Background: an optimization exercise with open tools, aiming at small area, a short achievable clock period and few clock cycles per item. Do not read the settings as production practice. At most, simulation tests tie the RTL to the original design; equivalence was not proved. No activity file was given, so power comes from the tool's default toggle rates.

==> exp/yarrow: inputs <==
==> flow/design.v (excerpt) <==
module md5_core (
    input  wire         clk,
    input  wire         rst,       
    input  wire         start,     
    input  wire         first,     
    input  wire [511:0] block,     
    output wire         ready,
    output reg          done,
    output wire [127:0] digest     
);
Settings: LEC_CHECK=0, CAP_MARGIN=20, CORE_MARGIN=2, CORE_UTILIZATION=55, PLACE_DENSITY=0.7, SETUP_SLACK_MARGIN=5, SLEW_MARGIN=20; clock period 12.0 ns.
run.sh (not shown) runs the stock make flow with config.mk's settings and CLKGATE_MAP_FILE= SYNTH_SCRIPT=/design/flow/synth_recipe.tcl, a recipe that flattens the netlist after the stock synthesis.
==> exp/juniper: changes against exp/yarrow <==
--- a/flow/design.v
+++ b/flow/design.v
@@ -15,21 +15,14 @@
     localparam [31:0] T0  = 32'hd76aa478;
     reg [31:0] x [0:15];           
     reg [31:0] b, c, d;            
     reg [31:0] p;                  
     reg [31:0] h0, h1, h2, h3;     
     reg  [5:0] r;                  
-    reg        busy;               
-    reg        fin;                
-    reg        iv;                 
-    reg  [4:0] m;                  
-    reg [16:0] rs;                 
-    reg        last;               
-    assign ready  = !busy;
-    assign digest = {h3, h2, h1, h0};
-    wire accept = start && !busy;
+    reg        busy;
+    assign ready = !busy;
     reg [31:0] tn;
     always @(*) begin
         case (r)
             6'd0: tn = 32'he8c7b756;
             6'd1: tn = 32'h242070db;
             6'd2: tn = 32'hc1bdceee;
@@ -164,90 +157,87 @@
             6'd61: kn = 4'd2;
             6'd62: kn = 4'd9;
             6'd63: kn = 4'd0;
             default: kn = 4'd0;
         endcase
     end
-    wire [31:0] u = ({32{m[0]}} & c) | ({32{m[1]}} & (c | d)) |
-                    ({32{m[2]}} & ~(c ^ d)) | ({32{m[3]}} & ~c) | ({32{m[4]}} & c);
-    wire [31:0] v = ({32{m[0]}} & d) | ({32{m[1]}} & (c & ~d)) |
-                    ({32{m[2]}} & (c ^ d)) | ({32{m[3]}} & ~(c ^ d)) | ({32{m[4]}} & c);
+    reg [31:0] u, v;
+    always @(*) begin
+        if (!busy) begin
+            u = 32'h0;      v = 32'h0;
+        end else begin
+            case (r[5:4])
+                2'd0: begin u = c;          v = d;           end
+                2'd1: begin u = c | d;      v = c & ~d;      end
+                2'd2: begin u = ~(c ^ d);   v = c ^ d;       end
+                default: begin u = ~c;      v = ~(c ^ d);    end
+            endcase
+        end
+    end
     wire [31:0] f = (b & u) | (~b & v);
-    wire [31:0] pop = m[4] ? h2 : p;
+    wire [31:0] pop = busy ? p : {h1[6:0], h1[31:7]};
     wire [31:0] tmp = pop + f;
-    wire [31:0] rot =
-        ({32{rs[0]}} & {tmp[24:0], tmp[31:25]}) |
-        ({32{rs[1]}} & {tmp[19:0], tmp[31:20]}) |
-        ({32{rs[2]}} & {tmp[14:0], tmp[31:15]}) |
-        ({32{rs[3]}} & {tmp[9:0], tmp[31:10]}) |
-        ({32{rs[4]}} & {tmp[26:0], tmp[31:27]}) |
-        ({32{rs[5]}} & {tmp[22:0], tmp[31:23]}) |
-        ({32{rs[6]}} & {tmp[17:0], tmp[31:18]}) |
-        ({32{rs[7]}} & {tmp[11:0], tmp[31:12]}) |
-        ({32{rs[8]}} & {tmp[27:0], tmp[31:28]}) |
-        ({32{rs[9]}} & {tmp[20:0], tmp[31:21]}) |
-        ({32{rs[10]}} & {tmp[15:0], tmp[31:16]}) |
-        ({32{rs[11]}} & {tmp[8:0], tmp[31:9]}) |
-        ({32{rs[12]}} & {tmp[25:0], tmp[31:26]}) |
-        ({32{rs[13]}} & {tmp[21:0], tmp[31:22]}) |
-        ({32{rs[14]}} & {tmp[16:0], tmp[31:17]}) |
-        ({32{rs[15]}} & {tmp[10:0], tmp[31:11]}) |
-        ({32{rs[16]}} & h1);
+    reg [31:0] rot;
+    always @(*) begin
+        case ({r[5:4], r[1:0]})
+            4'd0: rot = {tmp[24:0], tmp[31:25]};
+            4'd1: rot = {tmp[19:0], tmp[31:20]};
+            4'd2: rot = {tmp[14:0], tmp[31:15]};
+            4'd3: rot = {tmp[9:0], tmp[31:10]};
+            4'd4: rot = {tmp[26:0], tmp[31:27]};
+            4'd5: rot = {tmp[22:0], tmp[31:23]};
+            4'd6: rot = {tmp[17:0], tmp[31:18]};
+            4'd7: rot = {tmp[11:0], tmp[31:12]};
+            4'd8: rot = {tmp[27:0], tmp[31:28]};
+            4'd9: rot = {tmp[20:0], tmp[31:21]};
+            4'd10: rot = {tmp[15:0], tmp[31:16]};
+            4'd11: rot = {tmp[8:0], tmp[31:9]};
+            4'd12: rot = {tmp[25:0], tmp[31:26]};
+            4'd13: rot = {tmp[21:0], tmp[31:22]};
+            4'd14: rot = {tmp[16:0], tmp[31:17]};
+            4'd15: rot = {tmp[10:0], tmp[31:11]};
+            default: rot = tmp;
+        endcase
+    end
     wire [31:0] sum_b = b + rot;       
-    wire [31:0] sum_c = tmp;           
+    wire [31:0] sum_c = h2 + c;
     wire [31:0] sum_d = h3 + d;
-    wire [31:0] pa = busy ? d : (first ? IV0 : h0);
-    wire [31:0] pm = busy ? (last ? h0 : x[kn]) : block[31:0];
+    wire [31:0] pa = busy ? d : (first ? IV0 : p);
+    wire [31:0] pm = busy ? ((r == 6'd63) ? h0 : x[kn]) : block[31:0];
     wire [31:0] pk = busy ? tn : T0;
     wire [31:0] psum = pa + pm + pk;
+    assign digest = {sum_d, sum_c, sum_b, p};
     integer i;
     always @(posedge clk) begin
         if (!busy)
             for (i = 0; i < 16; i = i + 1)
                 x[i] <= block[32*i +: 32];
     end
-    wire       busy_n = !rst && (busy ? (r != 6'd63) : start);
-    wire [5:0] r_n    = (rst || !busy) ? 6'd0 : r + 6'd1;
-    always @(posedge clk) begin
-        m    <= busy_n ? (5'b00001 << r_n[5:4]) : 5'b10000;
-        rs   <= busy_n ? (17'd1 << {r_n[5:4], r_n[1:0]}) : 17'h10000;
-        last <= busy_n && (r_n == 6'd63);
-    end
     always @(posedge clk) begin
         if (rst) begin
             busy <= 1'b0;
-            fin  <= 1'b0;
             done <= 1'b0;
             r    <= 6'd0;
         end else begin
-            done <= fin;
-            fin  <= busy && (r == 6'd63);
+            done <= busy && (r == 6'd63);
             if (busy) begin
                 b <= sum_b;
                 c <= b;
                 d <= c;
                 p <= psum;
                 r <= r + 6'd1;
-                if (r == 6'd63) begin
+                if (r == 6'd63)
                     busy <= 1'b0;
-                    h0   <= psum;
-                end
-                if (r == 6'd0 && iv) begin
+            end else if (start) begin
+                busy <= 1'b1;
+                p    <= psum;
+                if (first) begin
                     h0 <= IV0; h1 <= IV1; h2 <= IV2; h3 <= IV3;
-                end
-            end else begin
-                if (fin) begin
-                    h1 <= sum_b; h2 <= sum_c; h3 <= sum_d;
-                    b  <= sum_b; c  <= sum_c; d  <= sum_d;
-                end
-                if (accept) begin
-                    busy <= 1'b1;
-                    iv   <= first;
-                    p    <= psum;
-                    if (first) begin
-                        b <= IV1; c <= IV2; d <= IV3;
-                    end
+                    b  <= IV1; c  <= IV2; d  <= IV3;
+                end else begin
+                    h0 <= p;   h1 <= sum_b; h2 <= sum_c; h3 <= sum_d;
+                    b  <= sum_b; c <= sum_c; d <= sum_d;
                 end
             end
         end
     end
 endmodule
==> flow/config.mk (replaced) <==
export PLATFORM = sky130hd
export DESIGN_NAME = md5_core
export DESIGN_NICKNAME = md5_core
export VERILOG_FILES = /design/flow/design.v
export SDC_FILE = /design/flow/constraint.sdc
export NUM_CORES = 4
export LEC_CHECK = 0
export CAP_MARGIN = 20
export CORE_MARGIN = 2
export CORE_UTILIZATION = 40
export SLEW_MARGIN = 20
==> results.ini <==
[status]
status=timing/DRC/antenna clean

[pwr]
clock_net_power_mw=3.00
comb_power_share=0.502

[yosys]
netlist_instances=4635
synth-compound-area-share=0.220
syn_nets=5426

[cells_and_area]
layout_common_cells=768 x edfxtp_1, 644 x clkdlybuf4s50_1, 350 x nand2_1
clkCellAreaFrac=0.0518
fin_util=0.501

[die]
design.core.area_sq_mm=0.121

[place]
place_ws_ps=587

[clocking]
ctsResizeCount=2
cts_made_buffers=92

[detailed_routing]
totalWireLength_microns=228000
wl_met1_microns=86600

[global_route]
grt_pass1_wl_microns=319000

[sta]
fmax_ghz=0.0857

The numbers above come from exp/juniper.

==> results.ini <==
[pwr]
clock_net_power_mw=2.71
comb_power_share=0.400

[status]
status=timing/DRC/antenna clean

[sta]
fmax_ghz=0.142

[yosys]
synth-compound-area-share=0.212
netlist_instances=4500
syn_nets=5257

[cells_and_area]
fin_util=0.695
layout_common_cells=769 x edfxtp_1, 645 x clkdlybuf4s50_1, 425 x nand2_1

[detailed_routing]
totalWireLength_microns=214000
wl_met1_microns=71100

[die]
rows=108

[clocking]
worst_skew_pair.late_latency_ps=700
root_buffer=clkbuf_16
ctsResizeCount=96

[global_route]
grt.met2_usage=0.713
grt_pass1_wl_microns=300000

[place]
place_ws_ps=3790

The numbers above come from exp/yarrow.

Testbench counts of exp/yarrow, summed over its fixed seeds: cycles 52,203, blocks 803.
The RTL of exp/juniper was laid out without a check of its function.

==> harbor <==
md5_core, a different RTL version from the one above (not shown whole).
## md5_core
module md5_core (
    input  wire         clk,
    input  wire         rst,       
    input  wire         start,     
    input  wire         first,     
    input  wire [511:0] block,     
    output wire         ready,
    output reg          done,
    output wire [127:0] digest     
);
    localparam [31:0] IV0 = 32'h67452301;
    localparam [31:0] IV1 = 32'hefcdab89;
    localparam [31:0] IV2 = 32'h98badcfe;
    localparam [31:0] IV3 = 32'h10325476;
    localparam [31:0] T0  = 32'hd76aa478;
    reg [31:0] x [0:15];           
    reg [31:0] b, c, d;            
    reg [31:0] p;                  
    reg [31:0] u, v;               
    reg [31:0] h0, h1, h2, h3;     
    reg  [5:0] r;                  
    reg        busy;               
    reg        fin;                
    reg        iv;                 
    reg  [3:0] gn;                 
    reg  [3:0] ra;                 
    reg  [3:0] rb;                 
    reg        last;               
    reg  [3:0] kn;                 
    assign ready  = !busy;
    assign digest = {h3, h2, h1, h0};
    wire accept = start && !busy;
    reg [31:0] tn;
    always @(*) begin
        case (r)
            6'd0: tn = 32'he8c7b756;
            6'd1: tn = 32'h242070db;
            6'd2: tn = 32'hc1bdceee;
            6'd3: tn = 32'hf57c0faf;
            6'd4: tn = 32'h4787c62a;
            6'd5: tn = 32'ha8304613;
            6'd6: tn = 32'hfd469501;
            6'd7: tn = 32'h698098d8;
            6'd8: tn = 32'h8b44f7af;
            6'd9: tn = 32'hffff5bb1;
            6'd10: tn = 32'h895cd7be;
            6'd11: tn = 32'h6b901122;
            6'd12: tn = 32'hfd987193;
            6'd13: tn = 32'ha679438e;
            6'd14: tn = 32'h49b40821;
            6'd15: tn = 32'hf61e2562;
            6'd16: tn = 32'hc040b340;
            6'd17: tn = 32'h265e5a51;
            6'd18: tn = 32'he9b6c7aa;
            6'd19: tn = 32'hd62f105d;
            6'd20: tn = 32'h02441453;
            6'd21: tn = 32'hd8a1e681;
  ...
clock: 12.0 ns
lec_check: 0
abc_area: 1
cap_margin: 20
cell_pad_in_sites_detail_placement: 1
core_margin: 2
core_utilization: 45
cts_buf_list: sky130_fd_sc_hd__clkbuf_16
cts_cluster_diameter: 60
cts_cluster_size: 30
place_density: 0.55
slew_margin: 20
synth_hierarchical: 1
standard.sh (not shown) runs the stock make flow with config.mk's settings and CLKGATE_MAP_FILE= SYNTH_SCRIPT=/design/flow/synth_recipe.tcl, a recipe that flattens the netlist after the stock synthesis.
==> flow/flow/run.sh <==
#!/bin/bash
# Layout flow: the standard ORFS flow (standard.sh) with two changes.
#  - Ports are buffered with sky130_fd_sc_hd__buf_1 instead of the default
#    clkdlybuf4s50_1 (every input and output still gets its own buffer).
#  - Timing repair aims at a setup slack margin of 6.5 ns at the design's
#    12 ns clock (the SDC is unchanged).
# make's output goes to make.log; each ORFS step writes its own log under
# orfs/logs/.
set -euo pipefail
export BUFFER_PORTS_ARGS="-buffer_cell sky130_fd_sc_hd__buf_1"
bash standard.sh SETUP_SLACK_MARGIN=6.5 finish > make.log 2>&1
==> pepper (differences from harbor) <==
--- a/flow/design.v
+++ b/flow/design.v
@@ -23,10 +23,11 @@
     reg        fin;                
     reg        iv;                 
     reg  [3:0] gn;                 
     reg  [3:0] ra;                 
     reg  [3:0] rb;                 
+    reg        rh;                 
     reg        last;               
     reg  [3:0] kn;                 
     assign ready  = !busy;
     assign digest = {h3, h2, h1, h0};
     wire accept = start && !busy;
@@ -172,14 +173,13 @@
     end
     wire [31:0] f = (b & u) | (~b & v);
     wire [31:0] tmp;
     md5_add32 u_tmp (.a(p), .b(f), .s(tmp));
     wire [31:0] rot;
-    md5_rot u_rot (.t(tmp), .ra(ra), .rb(rb), .y(rot));
+    md5_rot u_rot (.t(tmp), .h(h1), .ra(ra), .rb(rb), .rh(rh), .y(rot));
     wire [31:0] sum_b;                 
     md5_add32 u_sb (.a(b), .b(rot), .s(sum_b));
-    wire [31:0] sum_a = h1 + b;        
     wire [31:0] sum_c = tmp;           
     wire [31:0] sum_d = h3 + d;        
     wire [31:0] pa = busy ? d : (first ? IV0 : h0);
     wire [31:0] pm = busy ? (last ? h0 : x[kn]) : block[31:0];
     wire [31:0] pk = busy ? tn : T0;
@@ -222,10 +222,11 @@
     end
     always @(posedge clk) begin
         gn   <= 4'b0001 << r_n1[5:4];
         ra   <= busy_n ? ra_n : 4'd0;
         rb   <= busy_n ? rb_n : 4'd0;
+        rh   <= !busy_n;
         last <= busy_n && (r_n == 6'd63);
         kn   <= busy ? kn2 : 4'd1;
     end
     always @(posedge clk) begin
         if (busy) begin
@@ -256,11 +257,11 @@
                 if (r == 6'd0 && iv) begin
                     h0 <= IV0; h1 <= IV1; h2 <= IV2; h3 <= IV3;
                 end
             end else begin
                 if (fin) begin
-                    h1 <= sum_a; h2 <= sum_c; h3 <= sum_d;
+                    h1 <= sum_b; h2 <= sum_c; h3 <= sum_d;
                 end
                 if (accept) begin
                     busy <= 1'b1;
                     iv   <= first;
                 end
@@ -271,11 +272,11 @@
         if (busy) begin
             b <= sum_b;
             c <= b;
             d <= c;
         end else if (fin && !(accept && first)) begin
-            b <= sum_a;
+            b <= sum_b;
             c <= sum_c;
             d <= sum_d;
         end else if (accept && first) begin
             b <= IV1;
             c <= IV2;
@@ -519,14 +520,16 @@
     wire pn79 = pn63 & pn55;
     assign s = {p0_31 ^ gn78, p0_30 ^ gn77, p0_29 ^ gn76, p0_28 ^ gn75, p0_27 ^ gn74, p0_26 ^ gn73, p0_25 ^ gn72, p0_24 ^ gn71, p0_23 ^ gn70, p0_22 ^ gn69, p0_21 ^ gn68, p0_20 ^ gn67, p0_19 ^ gn66, p0_18 ^ gn65, p0_17 ^ gn64, p0_16 ^ gn55, p0_15 ^ gn54, p0_14 ^ gn53, p0_13 ^ gn52, p0_12 ^ gn51, p0_11 ^ gn50, p0_10 ^ gn49, p0_9 ^ gn48, p0_8 ^ gn35, p0_7 ^ gn34, p0_6 ^ gn33, p0_5 ^ gn32, p0_4 ^ gn17, p0_3 ^ gn16, p0_2 ^ gn0, p0_1 ^ g0_0, p0_0};
 endmodule
 module md5_rot (
     input  wire [31:0] t,
+    input  wire [31:0] h,
     input  wire  [3:0] ra,
     input  wire  [3:0] rb,
+    input  wire        rh,
     output wire [31:0] y
 );
     wire [31:0] y1 = ({32{ra[0]}} & t) | ({32{ra[1]}} & {t[30:0], t[31:31]}) |
                      ({32{ra[2]}} & {t[29:0], t[31:30]}) | ({32{ra[3]}} & {t[28:0], t[31:29]});
     assign y = ({32{rb[0]}} & {y1[27:0], y1[31:28]}) | ({32{rb[1]}} & {y1[22:0], y1[31:23]}) |
-               ({32{rb[2]}} & {y1[17:0], y1[31:18]}) | ({32{rb[3]}} & {y1[11:0], y1[31:12]});
+               ({32{rb[2]}} & {y1[17:0], y1[31:18]}) | ({32{rb[3]}} & {y1[11:0], y1[31:12]}) | ({32{rh}} & h);
 endmodule
==> flow/flow/run.sh (replaced) <==
#!/bin/bash
# Layout flow: the standard ORFS flow (standard.sh) with two changes.
#  - Ports are buffered with sky130_fd_sc_hd__buf_1 instead of the default
#    clkdlybuf4s50_1 (every input and output still gets its own buffer).
#  - Timing repair aims at a setup slack margin of 7.2 ns at the design's
#    12 ns clock (the SDC is unchanged).
# make's output goes to make.log; each ORFS step writes its own log under
# orfs/logs/.
set -euo pipefail
export BUFFER_PORTS_ARGS="-buffer_cell sky130_fd_sc_hd__buf_1"
bash standard.sh SETUP_SLACK_MARGIN=7.2 finish > make.log 2>&1
==> juniper (differences from harbor) <==
--- a/flow/design.v
+++ b/flow/design.v
@@ -23,10 +23,11 @@
     reg        fin;                
     reg        iv;                 
     reg  [3:0] gn;                 
     reg  [3:0] ra;                 
     reg  [3:0] rb;                 
+    reg        rh;                 
     reg        last;               
     reg  [3:0] kn;                 
     assign ready  = !busy;
     assign digest = {h3, h2, h1, h0};
     wire accept = start && !busy;
@@ -172,14 +173,13 @@
     end
     wire [31:0] f = (b & u) | (~b & v);
     wire [31:0] tmp;
     md5_add32 u_tmp (.a(p), .b(f), .s(tmp));
     wire [31:0] rot;
-    md5_rot u_rot (.t(tmp), .ra(ra), .rb(rb), .y(rot));
+    md5_rot u_rot (.t(tmp), .h(h1), .ra(ra), .rb(rb), .rh(rh), .y(rot));
     wire [31:0] sum_b;                 
     md5_add32 u_sb (.a(b), .b(rot), .s(sum_b));
-    wire [31:0] sum_a = h1 + b;        
     wire [31:0] sum_c = tmp;           
     wire [31:0] sum_d = h3 + d;        
     wire [31:0] pa = busy ? d : (first ? IV0 : h0);
     wire [31:0] pm = busy ? (last ? h0 : x[kn]) : block[31:0];
     wire [31:0] pk = busy ? tn : T0;
@@ -222,10 +222,11 @@
     end
     always @(posedge clk) begin
         gn   <= 4'b0001 << r_n1[5:4];
         ra   <= busy_n ? ra_n : 4'd0;
         rb   <= busy_n ? rb_n : 4'd0;
+        rh   <= !busy_n;
         last <= busy_n && (r_n == 6'd63);
         kn   <= busy ? kn2 : 4'd1;
     end
     always @(posedge clk) begin
         if (busy) begin
@@ -256,11 +257,11 @@
                 if (r == 6'd0 && iv) begin
                     h0 <= IV0; h1 <= IV1; h2 <= IV2; h3 <= IV3;
                 end
             end else begin
                 if (fin) begin
-                    h1 <= sum_a; h2 <= sum_c; h3 <= sum_d;
+                    h1 <= sum_b; h2 <= sum_c; h3 <= sum_d;
                 end
                 if (accept) begin
                     busy <= 1'b1;
                     iv   <= first;
                 end
@@ -271,11 +272,11 @@
         if (busy) begin
             b <= sum_b;
             c <= b;
             d <= c;
         end else if (fin && !(accept && first)) begin
-            b <= sum_a;
+            b <= sum_b;
             c <= sum_c;
             d <= sum_d;
         end else if (accept && first) begin
             b <= IV1;
             c <= IV2;
@@ -519,14 +520,16 @@
     wire pn79 = pn63 & pn55;
     assign s = {p0_31 ^ gn78, p0_30 ^ gn77, p0_29 ^ gn76, p0_28 ^ gn75, p0_27 ^ gn74, p0_26 ^ gn73, p0_25 ^ gn72, p0_24 ^ gn71, p0_23 ^ gn70, p0_22 ^ gn69, p0_21 ^ gn68, p0_20 ^ gn67, p0_19 ^ gn66, p0_18 ^ gn65, p0_17 ^ gn64, p0_16 ^ gn55, p0_15 ^ gn54, p0_14 ^ gn53, p0_13 ^ gn52, p0_12 ^ gn51, p0_11 ^ gn50, p0_10 ^ gn49, p0_9 ^ gn48, p0_8 ^ gn35, p0_7 ^ gn34, p0_6 ^ gn33, p0_5 ^ gn32, p0_4 ^ gn17, p0_3 ^ gn16, p0_2 ^ gn0, p0_1 ^ g0_0, p0_0};
 endmodule
 module md5_rot (
     input  wire [31:0] t,
+    input  wire [31:0] h,
     input  wire  [3:0] ra,
     input  wire  [3:0] rb,
+    input  wire        rh,
     output wire [31:0] y
 );
     wire [31:0] y1 = ({32{ra[0]}} & t) | ({32{ra[1]}} & {t[30:0], t[31:31]}) |
                      ({32{ra[2]}} & {t[29:0], t[31:30]}) | ({32{ra[3]}} & {t[28:0], t[31:29]});
     assign y = ({32{rb[0]}} & {y1[27:0], y1[31:28]}) | ({32{rb[1]}} & {y1[22:0], y1[31:23]}) |
-               ({32{rb[2]}} & {y1[17:0], y1[31:18]}) | ({32{rb[3]}} & {y1[11:0], y1[31:12]});
+               ({32{rb[2]}} & {y1[17:0], y1[31:18]}) | ({32{rb[3]}} & {y1[11:0], y1[31:12]}) | ({32{rh}} & h);
 endmodule
==> flow/config.mk (replaced) <==
export PLATFORM = sky130hd
export DESIGN_NAME = md5_core
export DESIGN_NICKNAME = md5_core
export VERILOG_FILES = /design/flow/design.v
export SDC_FILE = /design/flow/constraint.sdc
export NUM_CORES = 4
export LEC_CHECK = 0
export CAP_MARGIN = 20
export CORE_MARGIN = 2
export CORE_UTILIZATION = 50
export CTS_BUF_LIST = sky130_fd_sc_hd__clkbuf_4 sky130_fd_sc_hd__clkbuf_8
export PLACE_DENSITY = 0.62
export SLEW_MARGIN = 20
export SYNTH_HIERARCHICAL = 1
==> notes <==
- Utilization, lowest first: harbor, pepper, juniper.
- Clock power, lowest first: juniper, harbor, pepper.
- Of harbor and pepper, harbor has the higher cell count (gap about 5%, measured against pepper).
- Between pepper and juniper, the lower sequential share of layout area is in pepper (gap 2.0 points).
- Final area, highest first: pepper, harbor, juniper.
- Global-route usage: harbor < pepper < juniper.
- The highest power belongs to pepper, the lowest to harbor.
- Of harbor and pepper, pepper has the higher sequential cell count (gap 1).
- Of juniper and pepper, pepper has the higher worst setup slack (gap 590 ps).
- The highest clock skew belongs to harbor, the lowest to pepper.
Testbench counts of harbor, summed over its fixed seeds: cycles 52,203, blocks 803.
Testbench counts of pepper, summed over its fixed seeds: cycles 52,203, blocks 803.
Testbench counts of juniper, summed over its fixed seeds: cycles 52,203, blocks 803.

port drivers added, routing unchanged:
How much do the figures lean on ideal ports? The routed layouts below were timed once more, with nothing changed but the port constraints. Step 1: set_driving_cell puts a clkbuf_16 on clk and a buf_2 on each other input, an assumption about the parent block. Step 2 also shifts input and output timing later by t, the mid clock arrival at the registers, as if the neighbouring blocks saw the same clock. a / b / c = ideal ports / drivers / drivers and shift; a / b = the first two.
run	shift t [ns]	setup slack, ns	hold WS [ns]	worst setup path after step 2	worst slew at a driven data input, ns
exp/yarrow	0.754	4.972 / 4.972 / 4.592	0.647 / 0.647 / 0.647	input to register	0.17
exp/juniper	0.785	0.333 / 0.252 / 1.037	0.714 / 0.714 / 0.714	register to output	0.22
harbor	0.763	6.584 / 6.584 / 5.922	0.495 / 0.495 / 0.495	input to register	0.21
pepper	0.803	6.834 / 6.834 / 6.426	0.536 / 0.536 / 0.536	input to register	0.21
juniper	0.924	6.239 / 6.239 / 5.712	0.534 / 0.534 / 0.534	input to register	0.16
After both steps every run listed still meets setup and hold. For harbor, which loses most, drivers alone change the setup slack by 0.000 ns; drivers and shift together by -0.662 ns.
